This design comes from an exercise in tuning for small area on the open sky130 flow, not from production work.
Function was checked by simulation only, so behaviour that the tests miss may differ from the original.

## nec16_core
module nec16_core (
    input  wire        clk,
    input  wire        rst,           
    input  wire        step,          
    output wire        ready,         
    output wire        done,          
    output wire        err,           
    output wire [1:0]  err_code,      
    input  wire [3:0]  dbg_sel,
    output wire [15:0] dbg_val,
    input  wire        host_we,
    input  wire [15:0] host_wdata,
    output wire        bus_req,
    output wire        bus_we,
    output wire [15:0] bus_addr,
    output reg  [7:0]  bus_wdata,     
    input  wire        bus_ack,
    input  wire [7:0]  bus_rdata,
    input  wire        bus_err,
    input  wire [1:0]  bus_err_code
);
Size: ~1500 cells after synthesis, about 320 flip-flops, roughly 83 I/O pins.
clock: 10.0 ns
lec_check: 0
cap_margin: 0
core_margin: 2
core_utilization: 60
gpl_timing_driven: 0
place_density: 0.75
slew_margin: 0
standard.sh (not shown) runs the stock make flow with config.mk's settings and CLKGATE_MAP_FILE= SYNTH_SCRIPT=/design/flow/synth_recipe.tcl, a recipe that flattens the netlist after the stock synthesis.
==> flow/flow/run.sh <==
#!/bin/bash
# The standard layout (standard.sh) with three changes:
#  - synthesis maps with flow/abc.script (an area-oriented ABC script);
#  - ports are buffered with sky130_fd_sc_hd__buf_1;
#  - the clock tree is built from clkbuf_8 (clusters of at most 14 sinks) without dummy loads.
# Each ORFS step writes its full log under orfs/logs; make's output is in flow_make.log.
set -euo pipefail
HERE=$(pwd)
export AREA_ABC_SCRIPT=$HERE/flow/abc.script
export CTS_ARGS="-sink_clustering_enable -repair_clock_nets -buf_list sky130_fd_sc_hd__clkbuf_8 -sink_clustering_size 14 -sink_clustering_max_diameter 50 -dont_use_dummy_load"
bash standard.sh SYNTH_SCRIPT=$HERE/flow/synth.tcl "BUFFER_PORTS_ARGS=-buffer_cell sky130_fd_sc_hd__buf_1" finish > $HERE/flow_make.log 2>&1
==> flow/flow/abc.script <==
strash
&get -n
&deepsyn -T 60
&put
balance
rewrite
refactor
balance
rewrite
rewrite -z
balance
refactor -z
rewrite -z
balance
dch
amap
topo
==> flow/flow/synth.tcl <==
# synth_recipe.tcl with one change: the final technology mapping uses flow/abc.script
proc synth {args} { yosys synth -nofsm -noshare {*}$args }
proc abc {args} {
  set i [lsearch -exact $args -script]
  if { $i >= 0 } { lset args [expr { $i + 1 }] $::env(AREA_ABC_SCRIPT) }
  yosys abc {*}$args
}
source $::env(SCRIPTS_DIR)/synth.tcl
# left out here: clear keep_hierarchy, flatten, clean up, hide names made inside functions, write 1_2_yosys.v
Rerun with:
--- a/flow/config.mk
+++ b/flow/config.mk
@@ -8,6 +8,5 @@
 export CAP_MARGIN = 0
 export CORE_MARGIN = 2
-export CORE_UTILIZATION = 60
+export CORE_UTILIZATION = 50
 export GPL_TIMING_DRIVEN = 0
-export PLACE_DENSITY = 0.75
 export SLEW_MARGIN = 0
The changed run ran to the end with no violations.
Wire length shrinks by 4.9%.
Via count came out lower by 4.9%.
Setup slack is better by 230 ps.
Die area came out higher by 19%.
Hold slack gains 4.8 ps.
Rerun with:
==> flow/flow/run.sh (replaced) <==
#!/bin/bash
# The standard layout (standard.sh) with these changes:
#  - synthesis maps with flow/abc.script (an area-oriented ABC script) and leaves
#    adders to ABC instead of extracting full/half adder cells (ADDER_MAP_FILE empty);
#  - ports are buffered with sky130_fd_sc_hd__buf_1;
#  - the clock tree is built from clkbuf_8 (clusters of at most 14 sinks) without dummy loads.
# Each ORFS step writes its full log under orfs/logs; make's output is in flow_make.log.
set -euo pipefail
HERE=$(pwd)
export AREA_ABC_SCRIPT=$HERE/flow/abc.script
export CTS_ARGS="-sink_clustering_enable -repair_clock_nets -buf_list sky130_fd_sc_hd__clkbuf_8 -sink_clustering_size 14 -sink_clustering_max_diameter 50 -dont_use_dummy_load"
bash standard.sh SYNTH_SCRIPT=$HERE/flow/synth.tcl ADDER_MAP_FILE= "BUFFER_PORTS_ARGS=-buffer_cell sky130_fd_sc_hd__buf_1" finish > $HERE/flow_make.log 2>&1
--- a/flow/config.mk
+++ b/flow/config.mk
@@ -8,5 +8,6 @@
 export CAP_MARGIN = 0
 export CORE_MARGIN = 2
-export CORE_UTILIZATION = 50
+export CORE_UTILIZATION = 60
 export GPL_TIMING_DRIVEN = 0
+export PLACE_DENSITY = 0.75
 export SLEW_MARGIN = 0
- The new run finished clean
- setup slack gets worse by 200 ps
- register-to-register slack loses 200 ps
- core utilization climbs by 11 points
- wire length drops by 7.0%
- first-iteration DRC count went up by 27%
- global-route usage rose by 5.3 points

-- afterwards: timing with drivers on the ports --
The results above use ideal ports. As a check the final layouts listed here were re-extracted and re-timed, cells and wires unchanged. Step 1, drivers: a clkbuf_16 drives clk and a buf_2 each remaining input, both assumed. Step 2 times the ports against the registers' clock, not the clock port: input delays grow and output delays shrink by t, the midpoint of the rising clock arrivals with the driver on. Three values: no drivers, after step 1, after step 2; two values: the first two.
run | t (ns) | slack for setup (ns) | worst setup path at the end | latest minus earliest clock arrival (ns) | worst slew at a driven data input, ns
the first run | 0.621 | 0.519 / 0.519 / 0.478 | input to register | 0.103 / 0.104 | 0.08
the second run | 0.586 | 0.749 / 0.749 / 0.749 | register to register | 0.083 / 0.083 | 0.03
the third run | 0.621 | 0.551 / 0.551 / 0.551 | register to register | 0.109 / 0.109 | 0.04
After both steps every run listed still meets setup and hold. The setup slack of the first run, which loses most, moves by 0.000 ns with the drivers and by -0.041 ns with both steps.
